Context: an optimization exercise on an open-source flow, tuned for small area. The choices shown serve that exercise and are no tape-out recipe. Only simulation tests tie the RTL to the original design; equivalence was not proved. The flow treats the clock pin as an ideal source, which a real chip does not have. Power figures rest on the tool's default switching activity, not on a simulated workload.

`flow/flow/run.sh`:
```
#!/bin/bash
# Standard ORFS layout with these changes:
#  - after the standard synthesis, the logic between registers is re-mapped
#    for area by ABC (registers keep their names and cells);
#  - the port buffers use the smallest buffer cell;
#  - CTS inserts no dummy loads to balance the clock tree, and afterwards
#    each clock buffer is downsized where the clock slews allow it.
set -euo pipefail
R=orfs/results/sky130hd/trace_codec/base
LIB=$FLOW_HOME/platforms/sky130hd/lib/sky130_fd_sc_hd__tt_025C_1v80.lib
export BUFFER_PORTS_ARGS="-buffer_cell sky130_fd_sc_hd__buf_1"
# CTS buffers: config.mk's CTS_BUF_LIST, else clkbuf_16
CTS_BUFS=$(sed -n 's/^export CTS_BUF_LIST *= *//p' config.mk)
CTS_BUFS=${CTS_BUFS:-sky130_fd_sc_hd__clkbuf_16}
export POST_CTS_TCL="$PWD/flow/post_cts.tcl"
export CTS_ARGS="-sink_clustering_enable -repair_clock_nets -dont_use_dummy_load -buf_list {$CTS_BUFS}"
bash standard.sh synth > synth.log 2>&1
cp $R/1_2_yosys.v std_1_2_yosys.v
# try each ABC script, keep the smallest netlist
best=""
for s in flow/abc_*.abc; do
  n=$(basename "$s" .abc)
  bash flow/resyn.sh "$PWD/std_1_2_yosys.v" "$PWD/resyn_$n.v" "$PWD/$s" "$LIB" "$PWD/flow/dont_use.txt"
  a=$(grep 'Chip area for module' "resyn_$n.v.stat" | awk '{print $NF}')
  echo "$n $a" >> resyn_areas.txt
  if [[ -z "$best" ]] || awk -v a="$a" -v b="$best_a" 'BEGIN{exit !(a < b)}'; then best=$n; best_a=$a; fi
done
echo "chosen $best $best_a" >> resyn_areas.txt
cp "resyn_$best.v" resyn.v
grep -c dfxtp std_1_2_yosys.v > regs_std.txt
grep -c dfxtp resyn.v > regs_resyn.txt
cmp regs_std.txt regs_resyn.txt
cp resyn.v $R/1_2_yosys.v
rm -f $R/1_synth.odb
bash standard.sh synth > synth_odb.log 2>&1
bash standard.sh > standard.log 2>&1
```
`flow/flow/abc_a.abc`:
```
strash
dch -f
amap
strash
dch -f
amap
```
`flow/flow/abc_b.abc`:
```
strash
balance
rewrite -z
refactor -z
rewrite -z
balance
dch -f
amap
strash
dch -f
amap
```
`flow/flow/abc_c.abc`:
```
strash
dch -f
map -a
strash
dch -f
amap
```
`flow/flow/abc_d.abc`:
```
strash
dch -f
amap
```
`flow/flow/abc_e.abc`:
```
strash
 dch -f
 amap
 strash
 dch -f
 amap
 strash
 dch -f
 amap
 strash
 dch -f
 amap
```
`flow/flow/abc_f.abc`:
```
strash
 dc2
 dch -f
 amap
 strash
 dc2
 dch -f
 amap
```
`flow/flow/abc_g.abc`:
```
strash
 dch -f
 amap -m
 strash
 dch -f
 amap -m
```
`flow/flow/dont_use.txt`:
```
sky130_fd_sc_hd__lpflow_bleeder_1 sky130_fd_sc_hd__lpflow_clkbufkapwr_1 sky130_fd_sc_hd__lpflow_clkbufkapwr_16 sky130_fd_sc_hd__lpflow_clkbufkapwr_2 sky130_fd_sc_hd__lpflow_clkbufkapwr_4 sky130_fd_sc_hd__lpflow_clkbufkapwr_8 sky130_fd_sc_hd__lpflow_clkinvkapwr_1 sky130_fd_sc_hd__lpflow_clkinvkapwr_16 sky130_fd_sc_hd__lpflow_clkinvkapwr_2 sky130_fd_sc_hd__lpflow_clkinvkapwr_4 sky130_fd_sc_hd__lpflow_clkinvkapwr_8 sky130_fd_sc_hd__lpflow_decapkapwr_12 sky130_fd_sc_hd__lpflow_decapkapwr_3 sky130_fd_sc_hd__lpflow_decapkapwr_4 sky130_fd_sc_hd__lpflow_decapkapwr_6 sky130_fd_sc_hd__lpflow_decapkapwr_8 sky130_fd_sc_hd__lpflow_inputiso0n_1 sky130_fd_sc_hd__lpflow_inputiso0p_1 sky130_fd_sc_hd__lpflow_inputiso1n_1 sky130_fd_sc_hd__lpflow_inputiso1p_1 sky130_fd_sc_hd__lpflow_inputisolatch_1 sky130_fd_sc_hd__lpflow_isobufsrc_1 sky130_fd_sc_hd__lpflow_isobufsrc_16 sky130_fd_sc_hd__lpflow_isobufsrc_2 sky130_fd_sc_hd__lpflow_isobufsrc_4 sky130_fd_sc_hd__lpflow_isobufsrc_8 sky130_fd_sc_hd__lpflow_isobufsrckapwr_16 sky130_fd_sc_hd__lpflow_lsbuf_lh_hl_isowell_tap_1 sky130_fd_sc_hd__lpflow_lsbuf_lh_hl_isowell_tap_2 sky130_fd_sc_hd__lpflow_lsbuf_lh_hl_isowell_tap_4 sky130_fd_sc_hd__lpflow_lsbuf_lh_isowell_4 sky130_fd_sc_hd__lpflow_lsbuf_lh_isowell_tap_1 sky130_fd_sc_hd__lpflow_lsbuf_lh_isowell_tap_2 sky130_fd_sc_hd__lpflow_lsbuf_lh_isowell_tap_4 sky130_fd_sc_hd__probe_p_8 sky130_fd_sc_hd__probec_p_8 
```
`flow/flow/post_cts.tcl`:
```
set pc_small "sky130_fd_sc_hd__clkbuf_8"
set pc_limit 0.105
proc pc_worst_clk_slew {} {
  set w 0
  foreach pin [get_pins -hierarchical */CLK] {
    set s [get_property $pin slew_max]
    if {$s > $w} { set w $s }
  }
  return $w
}
estimate_parasitics -placement
puts "post_cts: worst clock slew before [pc_worst_clk_slew]"
set pc_bufs {}
foreach inst [[ord::get_db_block] getInsts] {
  if {[string match "clkbuf_*" [$inst getName]] && [[$inst getMaster] getName] ne $pc_small} {
    lappend pc_bufs [$inst getName]
  }
}
# leaves first (longer names), the root last
set pc_bufs [lsort -decreasing -command {apply {{a b} {expr {[string length $a] - [string length $b]}}}} $pc_bufs]
foreach name $pc_bufs {
  set inst [get_cells $name]
  set old [get_property [get_lib_cells -of_objects $inst] name]
  replace_cell $inst $pc_small
  estimate_parasitics -placement
  set w [pc_worst_clk_slew]
  if {$w > $pc_limit} {
    replace_cell $inst $old
    estimate_parasitics -placement
    puts "post_cts: keep $name as $old ($w)"
  } else {
    puts "post_cts: $name -> $pc_small ($w)"
  }
}
puts "post_cts: worst clock slew after [pc_worst_clk_slew]"
detailed_placement
check_placement -verbose
```
`flow/flow/resyn.sh`:
```
#!/bin/bash
# Re-map the combinational logic of the standard synthesis netlist for area.
# Every register instance keeps its name and cell; only the logic between
# registers and ports is re-mapped by ABC.
# usage: resyn.sh IN.v OUT.v ABC_SCRIPT LIB DONT_USE_LIST
set -euo pipefail
IN=$1; OUT=$2; SCR=$3; LIB=$4; DUF=$5
DU=""
for c in $(cat "$DUF"); do DU="$DU -dont_use $c"; done
cat > "$OUT.ys" <<EOY
read_liberty -ignore_miss_func $LIB
read_verilog $IN
hierarchy -top trace_codec
setattr -mod -set keep_hierarchy 1 sky130_fd_sc_hd__dfxtp_1
flatten
rename -hide w:*.*
opt_clean -purge
abc -script $SCR -liberty $LIB $DU
opt_clean -purge
hilomap -hicell sky130_fd_sc_hd__conb_1 HI -locell sky130_fd_sc_hd__conb_1 LO
insbuf -buf sky130_fd_sc_hd__buf_4 A X
opt_clean -purge
tee -o $OUT.stat stat -liberty $LIB
select -module trace_codec
write_verilog -noattr -nohex -nodec -selected $OUT
EOY
yosys -s "$OUT.ys" > "$OUT.log" 2>&1
```
`flow/standard.sh`:
```
#!/bin/bash
# synth_recipe.tcl (not shown) runs the flow's synth.tcl, then flattens the netlist and writes it again
# the make line also repeats each setting of config.mk as NAME=value (left out here)
make -C /OpenROAD-flow-scripts/flow DESIGN_CONFIG=/design/flow/config.mk WORK_HOME=/design/flow/orfs CLKGATE_MAP_FILE= SYNTH_SCRIPT=/design/flow/synth_recipe.tcl "${@:-finish}"
```
`flow/config.mk`:
```
export PLATFORM = sky130hd
export DESIGN_NAME = trace_codec
export DESIGN_NICKNAME = trace_codec
export VERILOG_FILES = /design/flow/design.v
export SDC_FILE = /design/flow/constraint.sdc
export NUM_CORES = 4
export LEC_CHECK = 0
export CAP_MARGIN = 0
export CORE_MARGIN = 2
export CORE_UTILIZATION = 33
export GPL_TIMING_DRIVEN = 0
export SLEW_MARGIN = 0
```
`flow/constraint.sdc`:
```
create_clock -name core_clock -period 30.0 [get_ports {clk}]
set_input_delay 6.0000 -clock core_clock [delete_from_list [all_inputs] [get_ports {clk}]]
set_output_delay 6.0000 -clock core_clock [all_outputs]
set_load 0.01 [all_outputs]
```
`flow/design.v`:
```
module trace_pack (
    input  wire        clk,
    input  wire        rst,
    input  wire        instruction_valid,
    input  wire        branch_taken,
    input  wire [31:0] branch_target,
    input  wire        trap,
    input  wire        is_return,
    input  wire        is_indirect_jump,
    input  wire        retire_valid,
    input  wire        writeback_valid,
    input  wire [4:0]  writeback_register,
    input  wire [31:0] writeback_value,
    input  wire        breakpoint_valid,
    input  wire [3:0]  breakpoint_reason,
    output reg  [2:0]  seq,             
    output reg         nonseq_valid,    
    output reg         bkpt_valid,
    output reg  [3:0]  bkpt,
    output reg         wb_valid,        
    output reg  [36:0] data             
);
    reg [2:0] pending_seq;
    wire nsq         = instruction_valid &
                       (trap | is_return | is_indirect_jump | branch_taken);
    wire wb          = retire_valid & writeback_valid;
    wire interesting = nsq | breakpoint_valid | wb;
    wire plain       = instruction_valid & ~interesting;
    wire flush       = interesting | (instruction_valid & (pending_seq == 3'd7));
    wire [1:0] rr = trap ? 2'd0 : is_return ? 2'd1 : is_indirect_jump ? 2'd2 : 2'd3;
    wire nsq_g = nsq & ~rst;
    wire wb_g  = wb & ~nsq & ~rst;
    always @(posedge clk) begin
        seq          <= (flush & ~rst) ? pending_seq : 3'd0;
        nonseq_valid <= nsq_g;
        bkpt_valid   <= breakpoint_valid & ~rst;
        bkpt         <= breakpoint_reason;
        wb_valid     <= wb_g;
        data         <= ({37{nsq_g}} & {1'b0, branch_target, 2'd0, rr}) |
                        ({37{wb_g}} & {writeback_value, writeback_register});
    end
    always @(posedge clk) begin
        if (rst | interesting)
            pending_seq <= 3'd0;
        else if (plain)
            pending_seq <= (pending_seq == 3'd7) ? 3'd1 : pending_seq + 3'd1;
    end
endmodule
module trace_encode (
    input  wire [2:0]  seq,
    input  wire        nonseq_valid,    
    input  wire        bkpt_valid,
    input  wire [3:0]  bkpt,
    input  wire        wb_valid,
    input  wire [36:0] data,
    output wire [4:0]  count,
    output wire [63:0] nybble_data
);
    wire s  = |seq;
    wire n  = nonseq_valid;
    wire b  = bkpt_valid;
    wire w  = wb_valid;
    wire dv = n | w;
    wire [9:0] nz;
    genvar q;
    generate
        for (q = 0; q < 10; q = q + 1) begin : g_nz
            if (q < 9) begin : g_full
                assign nz[q] = |data[4*q +: 4];
            end else begin : g_top
                assign nz[q] = data[36];
            end
        end
    endgenerate
    wire [4:0] bnz = n ? {1'b0, nz[8] | nz[7], nz[6] | nz[5], nz[4] | nz[3], nz[2] | nz[1]}
                       : {nz[9] | nz[8], nz[7] | nz[6], nz[5] | nz[4], nz[3] | nz[2], nz[1] | nz[0]};
    wire [2:0] k = bnz[4] ? 3'd5 : bnz[3] ? 3'd4 : bnz[2] ? 3'd3 :
                   bnz[1] ? 3'd2 : bnz[0] ? 3'd1 : 3'd0;
    wire [15:0] pre = {12'd0, 1'b0, seq} |
                      ({16{n}} & {12'd0, 2'b10, data[1:0]}) << (4 * s) |
                      ({16{b}} & {8'd0, bkpt, 4'hD}) << (4 * (s + n));
    wire [3:0]  rnnn = {w, k};
    wire [47:0] grp  = {3'd0, data[36:2], data[1:0] & {2{~n}}, 8'd0} |
                       ({48{n}} & {36'd0, rnnn, 4'hC, 4'd0}) |
                       ({48{w}} & {40'd0, rnnn, 4'hC});
    wire [1:0]  sh   = {b, 1'b0} | {1'b0, s};
    assign nybble_data = {48'd0, pre} | ({16'd0, grp} << (4 * sh));
    assign count = {3'd0, s} + {3'd0, n} + {2'd0, b, 1'b0} +
                   (dv ? {1'b0, k, 1'b0} + 5'd2 : 5'd0);
endmodule
module trace_decode (
    input  wire        clk,
    input  wire        rst,
    input  wire [63:0] window,
    input  wire [4:0]  avail,             
    output wire        ok,
    output reg  [1:0]  fault,             
    output reg  [4:0]  consumed,
    output wire        seq_valid,
    output reg  [2:0]  seq,
    output reg         branch_taken,
    output reg         trap,
    output reg         is_return,
    output reg         is_indirect_jump,
    output reg         pc_valid,
    output wire [31:0] program_counter,
    output reg         writeback_valid,
    output wire [4:0]  writeback_register,
    output wire [31:0] writeback_value,
    output reg         breakpoint_valid,
    output reg  [3:0]  breakpoint_reason
);
    wire [3:0] s0 = window[3:0];
    wire [3:0] s1 = window[7:4];
    wire [3:0] s2 = window[11:8];
    wire [3:0] s3 = window[15:12];
    wire [3:0] s4 = window[19:16];
    wire [3:0] s5 = window[23:20];
    wire [6:1] th;
    genvar x;
    generate
        for (x = 1; x <= 6; x = x + 1) begin : g_th
            assign th[x] = (avail >= x);
        end
    endgenerate
    wire [4:0] isc = {s4 == 4'hC, s3 == 4'hC, s2 == 4'hC, s1 == 4'hC, s0 == 4'hC};
    wire [2:0] isd = {s2 == 4'hD, s1 == 4'hD, s0 == 4'hD};
    wire [1:0] isn = {s1[3:2] == 2'b10, s0[3:2] == 2'b10};
    wire seqp = ~s0[3] & (|s0[2:0]);
    wire       nsp = seqp ? (th[2] & isn[1]) : isn[0];
    wire [1:0] nr  = seqp ? s1[1:0] : s0[1:0];
    wire q0 = ~seqp & ~nsp;
    wire q1 = seqp ^ nsp;
    wire q2 = seqp & nsp;
    wire [3:0] b2 = ({4{q0}} & s1) | ({4{q1}} & s2) | ({4{q2}} & s3);
    wire bkt  = (q0 & isd[0]) | (q1 & th[2] & isd[1]) | (q2 & th[3] & isd[2]);
    wire bkf  = (q0 & th[2]) | (q1 & th[3]) | (q2 & th[4]);
    wire bkp  = bkt & bkf;
    wire bktr = bkt & ~bkf;
    wire [4:0] r = bkp ? {q2, q1, q0, 2'b00} : {2'b00, q2, q1, q0};
    wire dt   = |(r & {th[5:2], 1'b1} & isc);
    wire rnin = |(r & th[6:2]);
    wire [3:0] rn = ({4{r[0]}} & s1) | ({4{r[1]}} & s2) | ({4{r[2]}} & s3) |
                    ({4{r[3]}} & s4) | ({4{r[4]}} & s5);
    wire [36:0] pay = ({37{r[0]}} & window[44:8])  | ({37{r[1]}} & window[48:12]) |
                      ({37{r[2]}} & window[52:16]) | ({37{r[3]}} & window[56:20]) |
                      ({37{r[4]}} & window[60:24]);
    wire [2:0] k = rn[2:0];
    wire klen = k[2] & k[1];
    wire [2:0] p3 = {r[4], r[3] | r[2], r[3] | r[1]};
    wire [4:0] dend = {2'd0, p3} + {1'b0, k, 1'b0} + 5'd2;
    wire dfit = ~(dend > avail);
    wire dok  = dt & rnin & ~klen & dfit;
    wire rsv  = s0[3] & s0[2] & s0[1];
    wire skip = ~(|s0);
    wire ftr  = bktr | (dt & ~rnin) | (dt & rnin & ~klen & ~dfit);
    wire fbl  = dt & rnin & klen;
    wire good = th[1] & ~rsv & ~ftr & ~fbl;
    wire [1:0] f = {th[1] & (ftr | fbl), th[1] & (rsv | fbl)};
    wire [4:0] c = ~good ? 5'd0 : dok ? dend : {2'd0, p3[2:1], p3[0] | skip};
    reg [2:0]  k_r;
    reg [36:0] pay_n;    
    always @(posedge clk) begin
        fault    <= rst ? 2'd0 : f;
        consumed <= rst ? 5'd0 : c;
    end
    always @(posedge clk) begin
        seq               <= seqp ? s0[2:0] : 3'd0;
        trap              <= nsp & (nr == 2'd0);
        is_return         <= nsp & (nr == 2'd1);
        is_indirect_jump  <= nsp & (nr == 2'd2);
        branch_taken      <= nsp & (nr == 2'd3);
        breakpoint_valid  <= bkp;
        breakpoint_reason <= bkp ? b2 : 4'd0;
        pc_valid          <= dok & ~rn[3];
        writeback_valid   <= dok & rn[3];
        k_r               <= k;
        pay_n             <= ~pay;
    end
    assign ok        = |consumed;
    assign seq_valid = |seq;
    wire [4:0] byte_en = {k_r > 3'd4, k_r > 3'd3, k_r > 3'd2, k_r > 3'd1, k_r > 3'd0};
    wire [4:0] pc_en   = byte_en & {5{pc_valid}};
    wire [4:0] wb_en   = byte_en & {5{writeback_valid}};
    genvar j;
    generate
        for (j = 0; j < 32; j = j + 1) begin : g_pc
            assign program_counter[j] = pc_en[j / 8] & ~pay_n[j];
        end
        for (j = 0; j < 37; j = j + 1) begin : g_wb
            if (j < 5) begin : g_reg
                assign writeback_register[j] = wb_en[0] & ~pay_n[j];
            end else begin : g_val
                assign writeback_value[j - 5] = wb_en[j / 8] & ~pay_n[j];
            end
        end
    endgenerate
endmodule
module trace_codec (
    input  wire        clk,
    input  wire        rst,
    input  wire        instruction_valid,
    input  wire        branch_taken,
    input  wire [31:0] branch_target,
    input  wire        trap,
    input  wire        is_return,
    input  wire        is_indirect_jump,
    input  wire        retire_valid,
    input  wire        writeback_valid,
    input  wire [4:0]  writeback_register,
    input  wire [31:0] writeback_value,
    input  wire        breakpoint_valid,
    input  wire [3:0]  breakpoint_reason,
    output wire [4:0]  enc_count,
    output wire [63:0] enc_data,
    input  wire [63:0] dec_window,
    input  wire [4:0]  dec_avail,
    output wire        dec_ok,
    output wire [1:0]  dec_fault,
    output wire [4:0]  dec_consumed,
    output wire        dec_seq_valid,
    output wire [2:0]  dec_seq,
    output wire        dec_branch_taken,
    output wire        dec_trap,
    output wire        dec_is_return,
    output wire        dec_is_indirect_jump,
    output wire        dec_pc_valid,
    output wire [31:0] dec_program_counter,
    output wire        dec_writeback_valid,
    output wire [4:0]  dec_writeback_register,
    output wire [31:0] dec_writeback_value,
    output wire        dec_breakpoint_valid,
    output wire [3:0]  dec_breakpoint_reason
);
    wire [2:0]  p_seq;
    wire        p_nonseq_valid, p_bkpt_valid, p_wb_valid;
    wire [3:0]  p_bkpt;
    wire [36:0] p_data;
    trace_pack u_pack (
        .clk                (clk),
        .rst                (rst),
        .instruction_valid  (instruction_valid),
        .branch_taken       (branch_taken),
        .branch_target      (branch_target),
        .trap               (trap),
        .is_return          (is_return),
        .is_indirect_jump   (is_indirect_jump),
        .retire_valid       (retire_valid),
        .writeback_valid    (writeback_valid),
        .writeback_register (writeback_register),
        .writeback_value    (writeback_value),
        .breakpoint_valid   (breakpoint_valid),
        .breakpoint_reason  (breakpoint_reason),
        .seq                (p_seq),
        .nonseq_valid       (p_nonseq_valid),
        .bkpt_valid         (p_bkpt_valid),
        .bkpt               (p_bkpt),
        .wb_valid           (p_wb_valid),
        .data               (p_data)
    );
    trace_encode u_encode (
        .seq          (p_seq),
        .nonseq_valid (p_nonseq_valid),
        .bkpt_valid   (p_bkpt_valid),
        .bkpt         (p_bkpt),
        .wb_valid     (p_wb_valid),
        .data         (p_data),
        .count        (enc_count),
        .nybble_data  (enc_data)
    );
    trace_decode u_decode (
        .clk                (clk),
        .rst                (rst),
        .window             (dec_window),
        .avail              (dec_avail),
        .ok                 (dec_ok),
        .fault              (dec_fault),
        .consumed           (dec_consumed),
        .seq_valid          (dec_seq_valid),
        .seq                (dec_seq),
        .branch_taken       (dec_branch_taken),
        .trap               (dec_trap),
        .is_return          (dec_is_return),
        .is_indirect_jump   (dec_is_indirect_jump),
        .pc_valid           (dec_pc_valid),
        .program_counter    (dec_program_counter),
        .writeback_valid    (dec_writeback_valid),
        .writeback_register (dec_writeback_register),
        .writeback_value    (dec_writeback_value),
        .breakpoint_valid   (dec_breakpoint_valid),
        .breakpoint_reason  (dec_breakpoint_reason)
    );
endmodule
```
==> impl_metrics.xml, run 1 <==
<?xml version="1.0" encoding="UTF-8"?>
<metrics>
  <group name="outcome">
    <metric name="outcome" unit="">no timing/DRC/antenna violations</metric>
  </group>
  <group name="drt">
    <metric name="drc" unit="">0</metric>
    <metric name="route.antenna.remaining_nets" unit="">0</metric>
    <metric name="routed_wire_length_per_instance" unit="um">17.8</metric>
    <metric name="drt_iter0_markers" unit="">552</metric>
    <metric name="drt-total-wl" unit="um">23700</metric>
    <metric name="viasPerCell" unit="">5.63</metric>
    <metric name="num_vias" unit="">7497</metric>
    <metric name="drt_pass1_iterations" unit="">5</metric>
  </group>
  <group name="clocking">
    <metric name="clk_transition_reported_paths" unit="ps">90</metric>
    <metric name="tritoncts" unit="">built</metric>
    <metric name="cts_num_sinks" unit="">111</metric>
    <metric name="insertion_delay" unit="ps">380</metric>
  </group>
  <group name="die">
    <metric name="die_h" unit="um">137</metric>
    <metric name="rows" unit="">48</metric>
    <metric name="floorplan.initialDensity" unit="">0.337</metric>
    <metric name="die_x" unit="um">137</metric>
    <metric name="io-pin-count" unit="">313</metric>
    <metric name="design.die.area" unit="mm^2">0.0188</metric>
    <metric name="core_area" unit="mm^2">0.0173</metric>
  </group>
  <group name="pwr">
    <metric name="leakage" unit="nW">2.61</metric>
    <metric name="pwr-share-comb" unit="">0.262</metric>
    <metric name="internal_power" unit="uW">226</metric>
    <metric name="post_layout_total_power" unit="uW">342</metric>
    <metric name="sw_frac_of_total" unit="">0.339</metric>
    <metric name="vdd.ir_drop.worst" unit="uV">25.8</metric>
    <metric name="p_clk_frac" unit="">0.237</metric>
    <metric name="sequentialPowerShare" unit="">0.500</metric>
    <metric name="power_switching" unit="uW">116</metric>
    <metric name="powerDensity" unit="mW/mm^2">45.2</metric>
  </group>
  <group name="synth">
    <metric name="post_synth_instance_area" unit="mm^2">0.00583</metric>
    <metric name="post_synth_inst_count" unit="">785</metric>
    <metric name="synth.yosys.warnings" unit="">2</metric>
    <metric name="synth.avg_cell_area" unit="um^2">7.43</metric>
    <metric name="synth_nets" unit="">937</metric>
  </group>
  <group name="timing">
    <metric name="worst_clock_skew" unit="ps">12.3</metric>
    <metric name="hold_violations" unit="">0</metric>
    <metric name="drv_slew" unit="">0</metric>
    <metric name="worst-slew-pin-transition" unit="ps">1360</metric>
    <metric name="layout_min_cycle_time" unit="ps">11980</metric>
    <metric name="grt_setup_unrepaired" unit="">no</metric>
    <metric name="setup-tns-final" unit="ps">0</metric>
    <metric name="max_clock_freq" unit="GHz">0.0835</metric>
    <metric name="min_period_over_period" unit="">0.399</metric>
    <metric name="setup_viol" unit="">0</metric>
    <metric name="relSlewSlack" unit="">0.0831</metric>
  </group>
  <group name="setup_path">
    <metric name="worst-path-max-fanout" unit="">38</metric>
    <metric name="crit-reg2reg-launch" unit="">u_pack.pending_seq[1]</metric>
    <metric name="critPathRequiredTime" unit="ps">30280</metric>
    <metric name="worst-endpoint-arrival" unit="ps">12260</metric>
    <metric name="critPathLaunchType" unit="">primary input</metric>
    <metric name="nature_of_the_critical_path_endpoint" unit="">register</metric>
    <metric name="cp_launch_point" unit="">dec_avail[3]</metric>
    <metric name="worstSetupPathType" unit="">in2reg</metric>
    <metric name="worst_path_largest_cell_delay" unit="ps">900</metric>
    <metric name="cp_most_frequent_cell" unit="">sky130_fd_sc_hd__nor2_1</metric>
    <metric name="crit_path_top_delay_cell" unit="">sky130_fd_sc_hd__o21ai_0</metric>
  </group>
  <group name="job">
    <metric name="cap_violations" unit="">0</metric>
  </group>
  <group name="finish">
    <metric name="ff_latch_area" unit="mm^2">0.00222</metric>
    <metric name="fin_nets" unit="">1259</metric>
    <metric name="area_growth_syn_to_layout" unit="%">29.6</metric>
    <metric name="core_occupancy_in_the_finished_layout" unit="">0.437</metric>
    <metric name="multi_input_area" unit="mm^2">0.00322</metric>
    <metric name="fin_cells" unit="">1331</metric>
    <metric name="layout-drive-gt1-share" unit="">0.0299</metric>
    <metric name="stdcell_area" unit="mm^2">0.00756</metric>
    <metric name="fill_cells" unit="">1886</metric>
  </group>
  <group name="worst_hold_path">
    <metric name="holdCritPathClass" unit="">reg2reg</metric>
    <metric name="worstHoldStart" unit="">u_pack.pending_seq[2]</metric>
  </group>
  <group name="placement">
    <metric name="dpl_cell_area" unit="mm^2">0.00741</metric>
    <metric name="place.detailed.instances" unit="">1321</metric>
    <metric name="routability_congestion_estimate" unit="">0.894</metric>
    <metric name="portBuffers" unit="">301</metric>
    <metric name="dpl.hpwl" unit="um">18300</metric>
  </group>
  <group name="grt">
    <metric name="largest_net_degree_at_the_start_of_global_routing" unit="">49</metric>
    <metric name="first_global_vias" unit="">6776</metric>
    <metric name="grt_remaining_overflow" unit="">0</metric>
    <metric name="global_route_wire_length_before_repair" unit="um">35700</metric>
    <metric name="grt_antenna_before_repair" unit="">1</metric>
    <metric name="gr-usage-all-layers" unit="">0.243</metric>
  </group>
</metrics>
[power by group through the flow]
| stage | sequential (mW) | clock [mW] | combinational, mW |
|---|---|---|---|
| 2_1_floorplan | 0.171 | 0 | 0.0544 |
| 3_3_place_gp | 0.174 | 0 | 0.0867 |
| 3_5_place_dp | 0.174 | 0 | 0.0883 |
| 5_1_grt | 0.172 | 0.0886 | 0.0987 |
| 6_report | 0.171 | 0.0811 | 0.0897 |
[cells in the final DEF, fill, tap and decap left out, types with 4 or more instances in the layout]
cell type / count
sky130_fd_sc_hd__conb_1: 8
sky130_fd_sc_hd__a221oi_1: 39
sky130_fd_sc_hd__nor3_1: 29
sky130_fd_sc_hd__buf_4: 8
sky130_fd_sc_hd__o21bai_1: 4
sky130_fd_sc_hd__nor2b_1: 7
sky130_fd_sc_hd__o21ai_0: 24
sky130_fd_sc_hd__a31oi_1: 4
sky130_fd_sc_hd__o221ai_1: 5
sky130_fd_sc_hd__nor4_1: 7
sky130_fd_sc_hd__o22ai_1: 123
sky130_fd_sc_hd__buf_6: 4
sky130_fd_sc_hd__dfxtp_1: 111
sky130_fd_sc_hd__a21oi_1: 28
sky130_fd_sc_hd__o21a_1: 4
sky130_fd_sc_hd__nand2_1: 26
sky130_fd_sc_hd__buf_8: 5
sky130_fd_sc_hd__a22oi_1: 6
sky130_fd_sc_hd__nor2_1: 176
sky130_fd_sc_hd__buf_1: 301
sky130_fd_sc_hd__a22o_1: 34
sky130_fd_sc_hd__or2_0: 5
sky130_fd_sc_hd__a2111oi_0: 6
sky130_fd_sc_hd__clkinv_1: 94
sky130_fd_sc_hd__clkbuf_8: 7
sky130_fd_sc_hd__or4_1: 4
[area by class of cell]
class / count / share of cell area
antenna: 1 / 0.000331
buffer: 8 / 0.00795
clock buffer: 9 / 0.0194
inverter: 94 / 0.0467
multi-input combinational: 572 / 0.426
sequential: 111 / 0.294
tap: 225 / 0.0372
timing repair buffer: 311 / 0.168
[per-layer routing]
| metal | up-vias | routed length, um | global-route usage |
|---|---|---|---|
| li1 | 3566 | - | - |
| met1 | 3459 | 9570 | 0.300 |
| met2 | 422 | 11300 | 0.410 |
| met3 | 50 | 2200 | 0.0537 |
| met4 | 0 | 665 | 0.0979 |
| met5 | - | 0 | 0 |
[worst paths after layout]
path	slack, ps	cells after the start	endpoint
setup reg to reg	28930	4	u_pack.seq[0]
hold / removal	460	2	u_pack.seq[2]
setup / recovery	18020	26	u_decode.consumed[1]
hold reg to reg	460	2	u_pack.seq[2]
[flip-flops by register name (all words and copies together), names as in the netlist, 2 cells and up]
| signal | flops |
|---|---|
| u_decode.breakpoint_reason | 4 |
| u_decode.consumed | 5 |
| u_decode.fault | 2 |
| u_decode.k_r | 3 |
| u_decode.pay_n | 37 |
| u_decode.seq | 3 |
| u_pack.bkpt | 4 |
| u_pack.data | 37 |
| u_pack.pending_seq | 3 |
| u_pack.seq | 3 |
[worst max-delay path, delay by kind of cell]
family | cells | cell delay (ps)
AO/OA/AOI/OAI | 8 | 2260
AND/OR/NAND/NOR | 11 | 2160
buffers and inverters | 7 | 1830
[per-stage QoR]
stage	hold WS, ps	setup slack [ps]
floorplan	431	18260
global placement	451	15030
detailed placement	447	17800
global route	472	17430
finish	459	18020
==> run 2, diff against run 1 <==
--- a/flow/config.mk
+++ b/flow/config.mk
@@ -9,4 +9,3 @@
 export CORE_MARGIN = 2
 export CORE_UTILIZATION = 33
-export GPL_TIMING_DRIVEN = 0
 export SLEW_MARGIN = 0
==> impl_metrics.xml, run 2 <==
<?xml version="1.0" encoding="UTF-8"?>
<metrics>
  <group name="grt">
    <metric name="global_route.usage.met2" unit="">0.409</metric>
    <metric name="met1_usage" unit="">0.294</metric>
    <metric name="gr-usage-all-layers" unit="">0.239</metric>
    <metric name="largest_net_degree_at_the_start_of_global_routing" unit="">50</metric>
    <metric name="grt_use_met3" unit="">0.0563</metric>
    <metric name="grt_remaining_overflow" unit="">0</metric>
    <metric name="first_global_vias" unit="">6751</metric>
    <metric name="grt_antenna_before_repair" unit="">0</metric>
    <metric name="global_route_wire_length_before_repair" unit="um">35300</metric>
    <metric name="global_route.peak_usage_layer" unit="">met2</metric>
  </group>
  <group name="timing">
    <metric name="fin_ws" unit="ps">18880</metric>
    <metric name="fin_worst_hold_slack" unit="ps">462</metric>
    <metric name="layout_min_cycle_time" unit="ps">11120</metric>
    <metric name="drv_slew" unit="">0</metric>
    <metric name="grt_setup_unrepaired" unit="">no</metric>
    <metric name="setup-tns-final" unit="ps">0</metric>
    <metric name="worst_clock_skew" unit="ps">0.529</metric>
    <metric name="max_clock_freq" unit="GHz">0.0899</metric>
    <metric name="hold_violations" unit="">0</metric>
    <metric name="relSlewSlack" unit="">0.255</metric>
    <metric name="worst-slew-pin-transition" unit="ps">1110</metric>
    <metric name="setup_viol" unit="">0</metric>
    <metric name="min_period_over_period" unit="">0.371</metric>
  </group>
  <group name="finish">
    <metric name="final_common_cell" unit="">sky130_fd_sc_hd__buf_1</metric>
    <metric name="area_growth_syn_to_layout" unit="%">27.6</metric>
    <metric name="final_cell_mix" unit="">sky130_fd_sc_hd__buf_1 (301), sky130_fd_sc_hd__nor2_1 (176), sky130_fd_sc_hd__o22ai_1 (123)</metric>
    <metric name="fin_nets" unit="">1254</metric>
    <metric name="layout-drive-gt1-share" unit="">0.0255</metric>
    <metric name="antenna_cells_inserted" unit="">0</metric>
    <metric name="top_regs" unit="">u_decode.pay_n (37), u_pack.data (37), u_decode.consumed (5)</metric>
    <metric name="stdcell_area" unit="mm^2">0.00744</metric>
  </group>
  <group name="pwr">
    <metric name="post_layout_total_power" unit="uW">336</metric>
    <metric name="powerDensity" unit="mW/mm^2">45.1</metric>
    <metric name="vdd.ir_drop.worst" unit="uV">28.2</metric>
    <metric name="leakage" unit="nW">2.55</metric>
  </group>
  <group name="die">
    <metric name="design.die.area" unit="mm^2">0.0188</metric>
    <metric name="io-pin-count" unit="">313</metric>
    <metric name="floorplan.initialDensity" unit="">0.337</metric>
    <metric name="die_h" unit="um">137</metric>
    <metric name="rows" unit="">48</metric>
    <metric name="die_x" unit="um">137</metric>
    <metric name="core_area" unit="mm^2">0.0173</metric>
  </group>
  <group name="synth">
    <metric name="synth_nets" unit="">937</metric>
    <metric name="synth.avg_cell_area" unit="um^2">7.43</metric>
    <metric name="synth.yosys.warnings" unit="">2</metric>
    <metric name="post_synth_instance_area" unit="mm^2">0.00583</metric>
    <metric name="post_synth_inst_count" unit="">785</metric>
  </group>
  <group name="drt">
    <metric name="route.antenna.remaining_nets" unit="">0</metric>
    <metric name="drt_iter0_markers" unit="">673</metric>
    <metric name="drt-total-wl" unit="um">23500</metric>
    <metric name="num_vias" unit="">7373</metric>
    <metric name="drt_pass1_iterations" unit="">5</metric>
    <metric name="routed_wire_length_per_instance" unit="um">17.7</metric>
    <metric name="drc" unit="">0</metric>
    <metric name="viasPerCell" unit="">5.56</metric>
  </group>
  <group name="setup_path">
    <metric name="nature_of_the_critical_path_endpoint" unit="">register</metric>
    <metric name="critPathLaunchType" unit="">primary input</metric>
    <metric name="worst-endpoint-arrival" unit="ps">11410</metric>
    <metric name="setup_slack_of_the_most_critical_reg_to_reg_path" unit="ps">28950</metric>
    <metric name="worstSetupPathType" unit="">in2reg</metric>
    <metric name="critPathRequiredTime" unit="ps">30280</metric>
    <metric name="worst-path-max-fanout" unit="">49</metric>
  </group>
  <group name="placement">
    <metric name="dpl_cell_area" unit="mm^2">0.00731</metric>
    <metric name="pre_cts_slack" unit="ps">18580</metric>
    <metric name="dpl.hpwl" unit="um">17700</metric>
    <metric name="routability_congestion_estimate" unit="">0.903</metric>
    <metric name="portBuffers" unit="">301</metric>
  </group>
  <group name="job">
    <metric name="cap_violations" unit="">0</metric>
  </group>
  <group name="clocking">
    <metric name="insertion_delay" unit="ps">360</metric>
    <metric name="clk_transition_reported_paths" unit="ps">90</metric>
    <metric name="cts_num_sinks" unit="">111</metric>
    <metric name="tritoncts" unit="">built</metric>
  </group>
  <group name="outcome">
    <metric name="outcome" unit="">no timing/DRC/antenna violations</metric>
  </group>
  <group name="worst_hold_path">
    <metric name="holdCritPathClass" unit="">reg2reg</metric>
  </group>
</metrics>
[run 2: layer usage]
| metal | share of wire | vias up |
|---|---|---|
| met1 | 0.41 | 3420 |
| met2 | 0.48 | 367 |
| li1 | - | 3547 |
| met4 | 0.023 | 0 |
| met5 | 0 | - |
| met3 | 0.087 | 39 |
[run 2: critical path, cell delays in order]
cell and delay, ps:
sky130_fd_sc_hd__buf_1 80, sky130_fd_sc_hd__clkinv_1 60, sky130_fd_sc_hd__nand2_1 90, sky130_fd_sc_hd__nor2_1 290, sky130_fd_sc_hd__clkinv_1 250, sky130_fd_sc_hd__nor2_1 240
sky130_fd_sc_hd__nor2_1 70, sky130_fd_sc_hd__o21ai_0 260, sky130_fd_sc_hd__clkinv_1 130, sky130_fd_sc_hd__nor2_1 220, sky130_fd_sc_hd__nor2_1 130, sky130_fd_sc_hd__nand3_2 90
sky130_fd_sc_hd__buf_4 450, sky130_fd_sc_hd__clkinv_1 120, sky130_fd_sc_hd__buf_4 280, sky130_fd_sc_hd__o21ai_0 540, sky130_fd_sc_hd__o22ai_1 180, sky130_fd_sc_hd__nor2_1 170
sky130_fd_sc_hd__nor2_1 90, sky130_fd_sc_hd__nor2_1 200, sky130_fd_sc_hd__a21oi_1 100, sky130_fd_sc_hd__o22ai_1 130, sky130_fd_sc_hd__a31oi_1 60, sky130_fd_sc_hd__a221oi_1 270
sky130_fd_sc_hd__nor2b_1 360, sky130_fd_sc_hd__clkinv_1 210, sky130_fd_sc_hd__a221oi_1 310
[run 2: final timing paths]
path / start / end / cells past startpoint
max: dec_avail[4] / u_decode.consumed[1] / 27
min: u_pack.pending_seq[2] / u_pack.seq[2] / 2
max reg2reg: u_pack.pending_seq[1] / u_pack.seq[0] / 4
min reg2reg: u_pack.pending_seq[2] / u_pack.seq[2] / 2
[run 2: power by group]
| group | total (mW) | internal [mW] | switching [mW] | leakage [nW] |
|---|---|---|---|---|
| Clock | 0.0763 | 0.0300 | 0.0463 | 0.0698 |
| Combinational | 0.0891 | 0.0318 | 0.0573 | 1.56 |
| Sequential | 0.170 | 0.160 | 0.00974 | 0.920 |
| Total | 0.336 | 0.222 | 0.113 | 2.55 |
[run 2: final cells by class]
type                       count  area [um^2]
clock buffer                   9          135
fill                        1886         9850
inverter                      94          353
multi-input combinational    572         3220
sequential                   111         2220
tap                          225          282
timing repair buffer         314         1230
[run 2: per-stage QoR]
step / std cells / util
floorplan: 785 / -
global placement: 1316 / 0.422
detailed placement: 1316 / 0.422
global route: 1325 / 0.430
finish: 1325 / 0.430
==> run 3, diff against run 2 <==
--- a/flow/flow/run.sh
+++ b/flow/flow/run.sh
@@ -17,10 +17,18 @@
 bash standard.sh synth > synth.log 2>&1
 cp $R/1_2_yosys.v std_1_2_yosys.v
-# try each ABC script, keep the smallest netlist
+# try each ABC script (four at a time), keep the smallest netlist
+i=0
+for s in flow/abc_*.abc; do
+  n=$(basename "$s" .abc)
+  bash flow/resyn.sh "$PWD/std_1_2_yosys.v" "$PWD/resyn_$n.v" "$PWD/$s" "$LIB" "$PWD/flow/dont_use.txt" &
+  i=$((i + 1))
+  if (( i % 4 == 0 )); then wait; fi
+done
+wait
 best=""
 for s in flow/abc_*.abc; do
   n=$(basename "$s" .abc)
-  bash flow/resyn.sh "$PWD/std_1_2_yosys.v" "$PWD/resyn_$n.v" "$PWD/$s" "$LIB" "$PWD/flow/dont_use.txt"
-  a=$(grep 'Chip area for module' "resyn_$n.v.stat" | awk '{print $NF}')
+  a=$(grep 'Chip area for module' "resyn_$n.v.stat" 2>/dev/null | awk '{print $NF}' || true)
+  if [[ -z "$a" ]]; then continue; fi
   echo "$n $a" >> resyn_areas.txt
   if [[ -z "$best" ]] || awk -v a="$a" -v b="$best_a" 'BEGIN{exit !(a < b)}'; then best=$n; best_a=$a; fi
@@ -28,6 +36,7 @@
 echo "chosen $best $best_a" >> resyn_areas.txt
 cp "resyn_$best.v" resyn.v
-grep -c dfxtp std_1_2_yosys.v > regs_std.txt
-grep -c dfxtp resyn.v > regs_resyn.txt
+# the registers must be the standard synthesis's, by name and cell
+grep -E '^ *sky130_fd_sc_hd__df' std_1_2_yosys.v | sort > regs_std.txt
+grep -E '^ *sky130_fd_sc_hd__df' resyn.v | sort > regs_resyn.txt
 cmp regs_std.txt regs_resyn.txt
 cp resyn.v $R/1_2_yosys.v
==> flow/flow/abc_h.abc (new file) <==
strash
 dch -f
 amap -F 4 -A 8
 strash
 dch -f
 amap -F 4 -A 8
 strash
 dch -f
 amap -F 4 -A 8
 strash
 dch -f
 amap -F 4 -A 8
==> flow/flow/abc_i.abc (new file) <==
strash
 dch -f
 amap -F 4 -A 8
 strash
 dch -f
 amap -F 4 -A 8
==> flow/flow/abc_j.abc (new file) <==
strash
dch -f
amap -F 4 -A 8
strash
dch -f
amap -F 4 -A 8
strash
dch -f
amap -F 4 -A 8
strash
dch -f
amap -F 4 -A 8
strash
dch -f
amap -F 4 -A 8
strash
dch -f
amap -F 4 -A 8
strash
dch -f
amap -F 4 -A 8
strash
dch -f
amap -F 4 -A 8
==> flow/flow/abc_k.abc (new file) <==
strash
dch -f
amap -F 4 -A 8
strash
dch -f
amap -F 4 -A 8
strash
dch -f
amap -F 4 -A 8
strash
dc2
dch -f
amap -F 4 -A 8
strash
dch -f
amap -F 4 -A 8
strash
dch -f
amap -F 4 -A 8
strash
dch -f
amap -F 4 -A 8
==> flow/flow/abc_l.abc (new file) <==
strash
dch -f
amap -F 2 -A 4
strash
dch -f
amap -F 2 -A 4
strash
dch -f
amap -F 2 -A 4
strash
dch -f
amap -F 2 -A 4
strash
dch -f
amap -F 2 -A 4
strash
dch -f
amap -F 2 -A 4
==> impl_metrics.xml, run 3 <==
<?xml version="1.0" encoding="UTF-8"?>
<metrics>
  <group name="timing">
    <metric name="max_clock_freq" unit="GHz">0.0783</metric>
    <metric name="relSlewSlack" unit="">0.265</metric>
    <metric name="drv_slew" unit="">0</metric>
    <metric name="worst-slew-pin-transition" unit="ps">1100</metric>
    <metric name="grt_setup_unrepaired" unit="">no</metric>
    <metric name="hold_violations" unit="">0</metric>
    <metric name="layout_min_cycle_time" unit="ps">12770</metric>
    <metric name="worst_clock_skew" unit="ps">12.9</metric>
    <metric name="setup-tns-final" unit="ps">0</metric>
    <metric name="fin_worst_hold_slack" unit="ps">446</metric>
    <metric name="setup_viol" unit="">0</metric>
    <metric name="min_period_over_period" unit="">0.426</metric>
  </group>
  <group name="drt">
    <metric name="num_vias" unit="">7238</metric>
    <metric name="drt_pass1_iterations" unit="">5</metric>
    <metric name="routed_wire_length_per_instance" unit="um">18.7</metric>
    <metric name="drt_iter0_markers" unit="">785</metric>
    <metric name="route.antenna.remaining_nets" unit="">0</metric>
    <metric name="viasPerCell" unit="">5.78</metric>
    <metric name="drt-total-wl" unit="um">23500</metric>
    <metric name="drc" unit="">0</metric>
  </group>
  <group name="finish">
    <metric name="top_regs" unit="">u_decode.pay_n (37), u_pack.data (37), u_decode.consumed (5)</metric>
    <metric name="final_common_cell" unit="">sky130_fd_sc_hd__buf_1</metric>
    <metric name="multi_input_area" unit="mm^2">0.00325</metric>
    <metric name="area_growth_syn_to_layout" unit="%">28.0</metric>
    <metric name="layout-drive-gt1-share" unit="">0.0244</metric>
    <metric name="fin_nets" unit="">1180</metric>
    <metric name="ff_latch_area" unit="mm^2">0.00222</metric>
    <metric name="stdcell_area" unit="mm^2">0.00733</metric>
    <metric name="core_occupancy_in_the_finished_layout" unit="">0.428</metric>
    <metric name="fill_cells" unit="">1840</metric>
    <metric name="final_cell_mix" unit="">sky130_fd_sc_hd__buf_1 (301), sky130_fd_sc_hd__nor2_1 (141), sky130_fd_sc_hd__dfxtp_1 (111)</metric>
  </group>
  <group name="setup_path">
    <metric name="worstSetupPathType" unit="">in2reg</metric>
    <metric name="worst-path-buf-inv" unit="">7</metric>
    <metric name="worst-endpoint-arrival" unit="ps">13090</metric>
    <metric name="worst_path_largest_cell_delay" unit="ps">1000</metric>
    <metric name="crit_path_top_delay_cell" unit="">sky130_fd_sc_hd__clkinv_1</metric>
    <metric name="worst-path-max-fanout" unit="">42</metric>
    <metric name="critPathTopFamily" unit="">compound AO/OA/AOI/OAI gates</metric>
    <metric name="critPathRequiredTime" unit="ps">30320</metric>
    <metric name="critPathLaunchType" unit="">primary input</metric>
    <metric name="nature_of_the_critical_path_endpoint" unit="">register</metric>
  </group>
  <group name="pwr">
    <metric name="vdd.ir_drop.worst" unit="uV">25.1</metric>
    <metric name="post_layout_total_power" unit="uW">337</metric>
    <metric name="powerDensity" unit="mW/mm^2">45.9</metric>
    <metric name="leakage" unit="nW">2.53</metric>
  </group>
  <group name="die">
    <metric name="die_h" unit="um">136</metric>
    <metric name="io-pin-count" unit="">313</metric>
    <metric name="die_x" unit="um">136</metric>
    <metric name="rows" unit="">48</metric>
    <metric name="floorplan.initialDensity" unit="">0.335</metric>
    <metric name="design.die.area" unit="mm^2">0.0184</metric>
    <metric name="core_area" unit="mm^2">0.0171</metric>
  </group>
  <group name="grt">
    <metric name="largest_net_degree_at_the_start_of_global_routing" unit="">50</metric>
    <metric name="first_global_vias" unit="">6644</metric>
    <metric name="grt_antenna_before_repair" unit="">1</metric>
    <metric name="grt_remaining_overflow" unit="">0</metric>
    <metric name="global_route_wire_length_before_repair" unit="um">35400</metric>
    <metric name="gr-usage-all-layers" unit="">0.245</metric>
  </group>
  <group name="outcome">
    <metric name="outcome" unit="">no timing/DRC/antenna violations</metric>
  </group>
  <group name="clocking">
    <metric name="tritoncts" unit="">built</metric>
    <metric name="insertion_delay" unit="ps">380</metric>
    <metric name="cts_num_sinks" unit="">111</metric>
    <metric name="clk_transition_reported_paths" unit="ps">90</metric>
  </group>
  <group name="synth">
    <metric name="synth.avg_cell_area" unit="um^2">8.05</metric>
    <metric name="synth_nets" unit="">864</metric>
    <metric name="post_synth_inst_count" unit="">712</metric>
    <metric name="post_synth_instance_area" unit="mm^2">0.00573</metric>
    <metric name="synth.yosys.warnings" unit="">2</metric>
  </group>
  <group name="placement">
    <metric name="routability_congestion_estimate" unit="">0.907</metric>
    <metric name="dpl_cell_area" unit="mm^2">0.00719</metric>
    <metric name="portBuffers" unit="">301</metric>
    <metric name="dpl.hpwl" unit="um">17500</metric>
  </group>
  <group name="worst_hold_path">
    <metric name="holdCritPathClass" unit="">reg2reg</metric>
  </group>
  <group name="job">
    <metric name="cap_violations" unit="">0</metric>
  </group>
</metrics>
run 3: per-layer routing:
layer | global-route usage | vias up | part of all wire
met5 | 0 | - | 0
met4 | 0.0856 | 0 | 0.022
met3 | 0.0542 | 39 | 0.092
met2 | 0.389 | 442 | 0.46
met1 | 0.327 | 3360 | 0.43
li1 | - | 3397 | -
run 3: worst reg2reg max path, stage by stage, from the launching register on:
cell                       delay (ps)
sky130_fd_sc_hd__dfxtp_1          360
sky130_fd_sc_hd__nand2_1           90
sky130_fd_sc_hd__nor2_1           160
sky130_fd_sc_hd__a21boi_0         120
sky130_fd_sc_hd__or2_0            250
sky130_fd_sc_hd__nor2b_1          110
run 3: final timing paths:
path,slack (ps),startpoint,end,cells after the start
max reg2reg,28870,u_pack.pending_seq[0],u_pack.seq[0],5
min,450,u_pack.pending_seq[1],u_pack.seq[1],2
max,17230,dec_avail[4],u_decode.consumed[2],27
min reg2reg,450,u_pack.pending_seq[1],u_pack.seq[1],2
run 3: through the flow:
| step | setup WS [ps] | cells |
|---|---|---|
| finish | 17230 | 1252 |
| global placement | 17030 | 1242 |
| global route | 16520 | 1251 |
| detailed placement | 17010 | 1242 |
| floorplan | 17490 | 712 |
run 3: power by group:
| group | internal [mW] | total [mW] | leakage [nW] | switching [mW] |
|---|---|---|---|---|
| Sequential | 0.160 | 0.170 | 0.920 | 0.00972 |
| Combinational | 0.0330 | 0.0894 | 1.54 | 0.0564 |
| Clock | 0.0300 | 0.0771 | 0.0698 | 0.0471 |
run 3: final cells by class:
type | instances | area share
antenna | 1 | 0.000341
clock buffer | 9 | 0.0184
inverter | 58 | 0.0297
multi-input combinational | 535 | 0.444
sequential | 111 | 0.303
tap | 225 | 0.0384
timing repair buffer | 313 | 0.166
==> run 4, diff against run 3 <==
==> flow/flow/post_cts.tcl (replaced) <==
set pc_smaller {sky130_fd_sc_hd__clkbuf_4 sky130_fd_sc_hd__clkbuf_8}
set pc_limit 0.112
proc pc_worst_clk_slew {} {
  set w 0
  foreach pin [get_pins -hierarchical */CLK] {
    set s [get_property $pin slew_max]
    if {$s > $w} { set w $s }
  }
  return $w
}
estimate_parasitics -placement
puts "post_cts: worst clock slew before [pc_worst_clk_slew]"
set pc_bufs {}
foreach inst [[ord::get_db_block] getInsts] {
  if {[string match "clkbuf_*" [$inst getName]]} {
    lappend pc_bufs [$inst getName]
  }
}
# leaves first (longer names), the root last
set pc_bufs [lsort -decreasing -command {apply {{a b} {expr {[string length $a] - [string length $b]}}}} $pc_bufs]
foreach name $pc_bufs {
  set inst [get_cells $name]
  set old [get_property [get_lib_cells -of_objects $inst] name]
  foreach cell $pc_smaller {
    if {$cell eq $old} { break }
    replace_cell $inst $cell
    estimate_parasitics -placement
    set w [pc_worst_clk_slew]
    if {$w <= $pc_limit} {
      puts "post_cts: $name $old -> $cell ($w)"
      break
    }
    replace_cell $inst $old
    estimate_parasitics -placement
    puts "post_cts: $name stays $old, not $cell ($w)"
  }
}
puts "post_cts: worst clock slew after [pc_worst_clk_slew]"
detailed_placement
check_placement -verbose
==> impl_metrics.xml, run 4 <==
<?xml version="1.0" encoding="UTF-8"?>
<metrics>
  <group name="die">
    <metric name="die_h" unit="um">136</metric>
    <metric name="die_x" unit="um">136</metric>
    <metric name="rows" unit="">48</metric>
    <metric name="design.die.area" unit="mm^2">0.0184</metric>
    <metric name="core_area" unit="mm^2">0.0171</metric>
    <metric name="io-pin-count" unit="">313</metric>
    <metric name="floorplan.initialDensity" unit="">0.335</metric>
  </group>
  <group name="grt">
    <metric name="grt_remaining_overflow" unit="">0</metric>
    <metric name="first_global_vias" unit="">6644</metric>
    <metric name="gr-usage-all-layers" unit="">0.245</metric>
    <metric name="grt_antenna_before_repair" unit="">1</metric>
    <metric name="largest_net_degree_at_the_start_of_global_routing" unit="">50</metric>
    <metric name="global_route_wire_length_before_repair" unit="um">35400</metric>
  </group>
  <group name="setup_path">
    <metric name="critPathRequiredTime" unit="ps">30420</metric>
    <metric name="critPathLaunchType" unit="">primary input</metric>
    <metric name="setup_slack_of_the_most_critical_reg_to_reg_path" unit="ps">28870</metric>
    <metric name="worst-endpoint-arrival" unit="ps">13090</metric>
    <metric name="rr_endpoint" unit="">u_pack.seq[0]</metric>
    <metric name="nature_of_the_critical_path_endpoint" unit="">register</metric>
    <metric name="reg2regPathDepth" unit="">5</metric>
    <metric name="worstSetupPathType" unit="">in2reg</metric>
    <metric name="crit-reg2reg-launch" unit="">u_pack.pending_seq[0]</metric>
    <metric name="worst-path-max-fanout" unit="">42</metric>
  </group>
  <group name="pwr">
    <metric name="leakage" unit="nW">2.53</metric>
    <metric name="powerDensity" unit="mW/mm^2">45.7</metric>
    <metric name="post_layout_total_power" unit="uW">335</metric>
    <metric name="sw_frac_of_total" unit="">0.339</metric>
    <metric name="vdd.ir_drop.worst" unit="uV">25.0</metric>
    <metric name="pwr-share-comb" unit="">0.267</metric>
    <metric name="p_clk_frac" unit="">0.225</metric>
    <metric name="sequentialPowerShare" unit="">0.508</metric>
    <metric name="internal_power" unit="uW">221</metric>
    <metric name="power_switching" unit="uW">113</metric>
  </group>
  <group name="timing">
    <metric name="setup_viol" unit="">0</metric>
    <metric name="worst_clock_skew" unit="ps">12.2</metric>
    <metric name="min_period_over_period" unit="">0.422</metric>
    <metric name="hold_violations" unit="">0</metric>
    <metric name="max_clock_freq" unit="GHz">0.0789</metric>
    <metric name="layout_min_cycle_time" unit="ps">12670</metric>
    <metric name="grt_setup_unrepaired" unit="">no</metric>
    <metric name="drv_slew" unit="">0</metric>
    <metric name="setup-tns-final" unit="ps">0</metric>
    <metric name="relSlewSlack" unit="">0.263</metric>
    <metric name="worst-slew-pin-transition" unit="ps">1100</metric>
    <metric name="fin_worst_hold_slack" unit="ps">447</metric>
  </group>
  <group name="drt">
    <metric name="viasPerCell" unit="">5.81</metric>
    <metric name="drt_pass1_iterations" unit="">7</metric>
    <metric name="drc" unit="">0</metric>
    <metric name="routed_wire_length_per_instance" unit="um">18.7</metric>
    <metric name="drt-total-wl" unit="um">23500</metric>
    <metric name="num_vias" unit="">7276</metric>
    <metric name="route.antenna.remaining_nets" unit="">0</metric>
    <metric name="drt_iter0_markers" unit="">783</metric>
  </group>
  <group name="finish">
    <metric name="fin_cells" unit="">1252</metric>
    <metric name="final_cell_mix" unit="">sky130_fd_sc_hd__buf_1 (301), sky130_fd_sc_hd__nor2_1 (141), sky130_fd_sc_hd__dfxtp_1 (111)</metric>
    <metric name="core_occupancy_in_the_finished_layout" unit="">0.428</metric>
    <metric name="area_growth_syn_to_layout" unit="%">27.8</metric>
    <metric name="final_common_cell" unit="">sky130_fd_sc_hd__buf_1</metric>
    <metric name="top_regs" unit="">u_decode.pay_n (37), u_pack.data (37), u_decode.consumed (5)</metric>
    <metric name="layout-drive-gt1-share" unit="">0.0244</metric>
    <metric name="fin_nets" unit="">1180</metric>
  </group>
  <group name="worst_hold_path">
    <metric name="worstHoldStart" unit="">u_pack.pending_seq[1]</metric>
    <metric name="worst_hold_path.num_cells" unit="">2</metric>
    <metric name="whs_endpoint" unit="">u_pack.seq[1]</metric>
    <metric name="holdCritPathClass" unit="">reg2reg</metric>
  </group>
  <group name="job">
    <metric name="cap_violations" unit="">0</metric>
  </group>
  <group name="placement">
    <metric name="portBuffers" unit="">301</metric>
    <metric name="dpl.hpwl" unit="um">17500</metric>
    <metric name="routability_congestion_estimate" unit="">0.907</metric>
    <metric name="place.detailed.instances" unit="">1242</metric>
  </group>
  <group name="synth">
    <metric name="synth.yosys.warnings" unit="">2</metric>
    <metric name="synth_nets" unit="">864</metric>
    <metric name="post_synth_instance_area" unit="mm^2">0.00573</metric>
    <metric name="synth.avg_cell_area" unit="um^2">8.05</metric>
    <metric name="post_synth_inst_count" unit="">712</metric>
  </group>
  <group name="clocking">
    <metric name="clk_transition_reported_paths" unit="ps">90</metric>
    <metric name="cts_num_sinks" unit="">111</metric>
    <metric name="tritoncts" unit="">built</metric>
    <metric name="insertion_delay" unit="ps">470</metric>
  </group>
  <group name="outcome">
    <metric name="outcome" unit="">no timing/DRC/antenna violations</metric>
  </group>
</metrics>
run 4: cell count changes in the layout (fill, tap and decap cells not counted):
cell / delta
sky130_fd_sc_hd__clkbuf_4: +1
sky130_fd_sc_hd__clkbuf_8: -1
run 4: power by group through the flow:
stage	Combinational [mW]	Clock (mW)	Sequential (mW)
after global placement	0.0879	0	0.173
after global routing	0.0982	0.0835	0.171
final	0.0895	0.0753	0.170
after floorplan	0.0527	0	0.171
after detailed placement	0.0878	0	0.173
run 4: final cells by class:
type	instances	area, um^2
fill	1842	9790
multi-input combinational	535	3250
sequential	111	2220
timing repair buffer	313	1220
tap	225	282
inverter	58	218
clock buffer	9	129
antenna	1	2.50
run 4: through the flow:
step	instance area [um^2]	setup WS, ps
after floorplan	5730	17490
after global placement	7190	17030
after detailed placement	7190	17010
after global routing	7320	16640
final	7320	17330
run 4: worst max path at each step:
stage | endpoint | cells past startpoint | slack, ps | from
final | u_decode.consumed[2] | 27 | 17330 | dec_avail[4]
after global routing | u_decode.consumed[3] | 28 | 16640 | dec_avail[4]
after detailed placement | u_decode.consumed[2] | 27 | 17010 | dec_avail[4]
after global placement | u_decode.consumed[2] | 27 | 17030 | dec_avail[4]
after floorplan | u_decode.consumed[2] | 24 | 17490 | dec_avail[4]
run 4: critical path: stages:
cell,delay [ps]
sky130_fd_sc_hd__buf_1,120
sky130_fd_sc_hd__nor3_1,420
sky130_fd_sc_hd__clkinv_1,240
sky130_fd_sc_hd__nor2_1,440
sky130_fd_sc_hd__clkinv_1,200
sky130_fd_sc_hd__o21ai_0,170
sky130_fd_sc_hd__nor4b_1,110
sky130_fd_sc_hd__nor2b_1,160
sky130_fd_sc_hd__nor2_1,160
sky130_fd_sc_hd__nor2_1,90
sky130_fd_sc_hd__nand2_1,70
sky130_fd_sc_hd__buf_4,400
sky130_fd_sc_hd__clkinv_1,160
sky130_fd_sc_hd__nand2_1,380
sky130_fd_sc_hd__clkinv_1,990
sky130_fd_sc_hd__a222oi_1,590
sky130_fd_sc_hd__o21ai_0,250
sky130_fd_sc_hd__o21ai_0,300
sky130_fd_sc_hd__o21ai_0,160
sky130_fd_sc_hd__o21ai_0,320
sky130_fd_sc_hd__o22ai_1,130
sky130_fd_sc_hd__a31oi_1,160
sky130_fd_sc_hd__o221ai_1,170
sky130_fd_sc_hd__clkinv_1,70
sky130_fd_sc_hd__o32ai_1,80
sky130_fd_sc_hd__nor3_1,430
sky130_fd_sc_hd__o221a_1,270
run 4: routing by layer:
layer / vias up / GRT usage / share of wire
met2: 456 / 0.389 / 0.46
met5: - / 0 / 0
li1: 3397 / - / -
met1: 3378 / 0.327 / 0.42
met3: 45 / 0.0542 / 0.094
met4: 0 / 0.0856 / 0.025
==> run 5, diff against run 4 <==
--- a/flow/flow/run.sh
+++ b/flow/flow/run.sh
@@ -17,25 +17,37 @@
 bash standard.sh synth > synth.log 2>&1
 cp $R/1_2_yosys.v std_1_2_yosys.v
-# try each ABC script (four at a time), keep the smallest netlist
+# a second starting point for the re-mapping: the same standard synthesis
+# with ORFS's area script for ABC (same registers, other logic structure)
+sed "s#WORK_HOME=$PWD/orfs #WORK_HOME=$PWD/orfs_area ABC_AREA=1 #" standard.sh > standard_area.sh
+if grep -q orfs_area standard_area.sh && bash standard_area.sh synth > synth_area.log 2>&1; then
+  cp orfs_area/results/sky130hd/trace_codec/base/1_2_yosys.v area_1_2_yosys.v || true
+fi
+# try each ABC script on each starting point (four at a time), keep the
+# smallest netlist
 i=0
-for s in flow/abc_*.abc; do
-  n=$(basename "$s" .abc)
-  bash flow/resyn.sh "$PWD/std_1_2_yosys.v" "$PWD/resyn_$n.v" "$PWD/$s" "$LIB" "$PWD/flow/dont_use.txt" &
-  i=$((i + 1))
-  if (( i % 4 == 0 )); then wait; fi
+for src in std area; do
+  [[ -f ${src}_1_2_yosys.v ]] || continue
+  for s in flow/abc_*.abc; do
+    n=${src}_$(basename "$s" .abc)
+    bash flow/resyn.sh "$PWD/${src}_1_2_yosys.v" "$PWD/resyn_$n.v" "$PWD/$s" "$LIB" "$PWD/flow/dont_use.txt" &
+    i=$((i + 1))
+    if (( i % 4 == 0 )); then wait; fi
+  done
 done
 wait
+# the registers must be the standard synthesis's, by name and cell
+grep -E '^ *sky130_fd_sc_hd__df' std_1_2_yosys.v | sort > regs_std.txt
 best=""
-for s in flow/abc_*.abc; do
-  n=$(basename "$s" .abc)
-  a=$(grep 'Chip area for module' "resyn_$n.v.stat" 2>/dev/null | awk '{print $NF}' || true)
-  if [[ -z "$a" ]]; then continue; fi
+for f in resyn_*.v.stat; do
+  n=${f#resyn_}; n=${n%.v.stat}
+  a=$(grep 'Chip area for module' "$f" 2>/dev/null | awk '{print $NF}' || true)
+  if [[ -z "$a" || ! -s "resyn_$n.v" ]]; then continue; fi
+  grep -E '^ *sky130_fd_sc_hd__df' "resyn_$n.v" | sort > "regs_$n.txt" || true
+  if ! cmp -s regs_std.txt "regs_$n.txt"; then echo "$n registers differ" >> resyn_areas.txt; continue; fi
   echo "$n $a" >> resyn_areas.txt
   if [[ -z "$best" ]] || awk -v a="$a" -v b="$best_a" 'BEGIN{exit !(a < b)}'; then best=$n; best_a=$a; fi
 done
 echo "chosen $best $best_a" >> resyn_areas.txt
-cp "resyn_$best.v" resyn.v
-# the registers must be the standard synthesis's, by name and cell
-grep -E '^ *sky130_fd_sc_hd__df' std_1_2_yosys.v | sort > regs_std.txt
+if [[ -n "$best" ]]; then cp "resyn_$best.v" resyn.v; else cp std_1_2_yosys.v resyn.v; fi
 grep -E '^ *sky130_fd_sc_hd__df' resyn.v | sort > regs_resyn.txt
 cmp regs_std.txt regs_resyn.txt
==> impl_metrics.xml, run 5 <==
<?xml version="1.0" encoding="UTF-8"?>
<metrics>
  <group name="timing">
    <metric name="setup-tns-final" unit="ps">0</metric>
    <metric name="drv_slew" unit="">0</metric>
    <metric name="min_period_over_period" unit="">0.400</metric>
    <metric name="worst_clock_skew" unit="ps">4.12</metric>
    <metric name="fin_worst_hold_slack" unit="ps">462</metric>
    <metric name="setup_viol" unit="">0</metric>
    <metric name="relSlewSlack" unit="">0.183</metric>
    <metric name="fin_ws" unit="ps">18000</metric>
    <metric name="layout_min_cycle_time" unit="ps">12000</metric>
    <metric name="grt_setup_unrepaired" unit="">no</metric>
  </group>
  <group name="setup_path">
    <metric name="reg2regPathDepth" unit="">6</metric>
    <metric name="crit-reg2reg-launch" unit="">u_pack.pending_seq[1]</metric>
    <metric name="setup_slack_of_the_most_critical_reg_to_reg_path" unit="ps">28870</metric>
    <metric name="critPathRequiredTime" unit="ps">30340</metric>
    <metric name="cp_most_frequent_cell" unit="">sky130_fd_sc_hd__clkinv_1</metric>
    <metric name="worst-endpoint-arrival" unit="ps">12340</metric>
    <metric name="worst-path-max-fanout" unit="">27</metric>
    <metric name="nature_of_the_critical_path_endpoint" unit="">register</metric>
    <metric name="critPathLaunchType" unit="">primary input</metric>
    <metric name="worst_path_largest_cell_delay" unit="ps">770</metric>
    <metric name="worstSetupPathType" unit="">in2reg</metric>
    <metric name="crit_path_top_delay_cell" unit="">sky130_fd_sc_hd__clkinv_1</metric>
    <metric name="rr_endpoint" unit="">u_pack.seq[0]</metric>
  </group>
  <group name="clocking">
    <metric name="insertion_delay" unit="ps">460</metric>
    <metric name="clk_transition_reported_paths" unit="ps">110</metric>
    <metric name="tritoncts" unit="">built</metric>
  </group>
  <group name="finish">
    <metric name="multi_input_area" unit="mm^2">0.00306</metric>
    <metric name="final_cell_mix" unit="">sky130_fd_sc_hd__buf_1 (301), sky130_fd_sc_hd__nor2_1 (139), sky130_fd_sc_hd__o22ai_1 (113)</metric>
    <metric name="final_common_cell" unit="">sky130_fd_sc_hd__buf_1</metric>
    <metric name="fin_nets" unit="">1188</metric>
    <metric name="fill_cells" unit="">1793</metric>
    <metric name="antenna_cells_inserted" unit="">0</metric>
    <metric name="area_growth_syn_to_layout" unit="%">27.2</metric>
    <metric name="layout-drive-gt1-share" unit="">0.0203</metric>
    <metric name="top_regs" unit="">u_decode.pay_n (37), u_pack.data (37), u_decode.consumed (5)</metric>
    <metric name="ff_latch_area" unit="mm^2">0.00222</metric>
  </group>
  <group name="placement">
    <metric name="pre_cts_slack" unit="ps">17720</metric>
    <metric name="portBuffers" unit="">301</metric>
    <metric name="routability_congestion_estimate" unit="">0.930</metric>
    <metric name="dpl.hpwl" unit="um">17400</metric>
  </group>
  <group name="die">
    <metric name="core_area" unit="mm^2">0.0167</metric>
    <metric name="io-pin-count" unit="">313</metric>
    <metric name="rows" unit="">47</metric>
    <metric name="floorplan.initialDensity" unit="">0.339</metric>
    <metric name="design.die.area" unit="mm^2">0.0182</metric>
  </group>
  <group name="grt">
    <metric name="gr-usage-all-layers" unit="">0.239</metric>
    <metric name="grt_antenna_before_repair" unit="">1</metric>
    <metric name="grt_remaining_overflow" unit="">0</metric>
    <metric name="first_global_vias" unit="">6521</metric>
    <metric name="global_route_wire_length_before_repair" unit="um">34000</metric>
  </group>
  <group name="synth">
    <metric name="post_synth_instance_area" unit="mm^2">0.00567</metric>
    <metric name="post_synth_inst_count" unit="">722</metric>
    <metric name="synth.yosys.warnings" unit="">2</metric>
    <metric name="synth_nets" unit="">874</metric>
  </group>
  <group name="pwr">
    <metric name="sequentialPowerShare" unit="">0.534</metric>
    <metric name="sw_frac_of_total" unit="">0.329</metric>
    <metric name="vdd.ir_drop.worst" unit="uV">18.2</metric>
    <metric name="leakage" unit="nW">2.40</metric>
  </group>
  <group name="drt">
    <metric name="routed_wire_length_per_instance" unit="um">18.3</metric>
    <metric name="drt_pass1_iterations" unit="">8</metric>
    <metric name="drc" unit="">0</metric>
    <metric name="route.antenna.remaining_nets" unit="">0</metric>
    <metric name="viasPerCell" unit="">5.62</metric>
    <metric name="drt-total-wl" unit="um">23000</metric>
    <metric name="drt_iter0_markers" unit="">533</metric>
    <metric name="num_vias" unit="">7043</metric>
  </group>
  <group name="job">
    <metric name="cap_violations" unit="">0</metric>
  </group>
  <group name="worst_hold_path">
    <metric name="worst_hold_path.num_cells" unit="">2</metric>
    <metric name="whs_endpoint" unit="">u_pack.seq[1]</metric>
    <metric name="holdCritPathClass" unit="">reg2reg</metric>
  </group>
  <group name="outcome">
    <metric name="outcome" unit="">no timing/DRC/antenna violations</metric>
  </group>
</metrics>
## run 5: changes by cell type in the layout (fill, tap and decap cells not counted), sizes merged, moves of 11 or more
cell,delta
a211oi,+18
a221oi,-11
a22oi,-35
clkinv,+30
o21a,-23
o221a,+16
o22ai,+28
## run 5: final cells by class
class                   count  share of cell area
repair buffers            311               0.167
inverters                  88              0.0458
multi-input cells         515               0.425
flip-flops and latches    111               0.308
clock buffers               9              0.0155
well taps                 220              0.0382
## run 5: metrics by stage
stage | power, mW | util | instance area, um^2 | instances
2_1_floorplan | 0.215 | - | 5670 | 722
3_3_place_gp | 0.247 | 0.425 | 7100 | 1245
3_5_place_dp | 0.247 | 0.425 | 7100 | 1245
5_1_grt | 0.332 | 0.432 | 7210 | 1254
6_report | 0.315 | 0.432 | 7210 | 1254
## run 5: routing by layer
layer / track usage / share of wire / up-vias / routed length [um]
met2: 0.443 / 0.51 / 383 / 11600
met5: 0 / 0.00044 / - / 10
met3: 0.0469 / 0.088 / 29 / 2030
met4: 0.0764 / 0.016 / 2 / 371
li1: - / - / 3362 / -
met1: 0.274 / 0.39 / 3267 / 8940
## run 5: worst max-delay path by stage
stage,from,endpoint,slack (ps)
3_5_place_dp,dec_avail[4],u_decode.consumed[2],17720
3_3_place_gp,dec_avail[4],u_decode.consumed[1],17650
2_1_floorplan,dec_avail[4],u_decode.consumed[1],18650
6_report,dec_avail[4],u_decode.consumed[1],18000
5_1_grt,dec_window[3],u_decode.consumed[2],17320
## run 5: power groups by stage
stage               logic [mW]  clock network [mW]  registers (mW)
floorplan               0.0460                   0           0.169
finish                  0.0769              0.0699           0.169
detailed placement      0.0755                   0           0.172
global placement        0.0757                   0           0.172
global route            0.0840              0.0778           0.170
## run 5: critical path, delay by kind of cell
family,cells,cell delay (ps)
AOI/OAI and AO/OA,11,2050
buffers and inverters,10,2390
and+or+nand+nor,10,1850

Check on run 5: ideal ports give 17.997 ns setup slack; a clkbuf_16 on the clock port and buf_2 on the inputs give 17.994 ns; moving port delays by the midpoint clock arrival (0.502 ns) as well gives 17.492 ns.
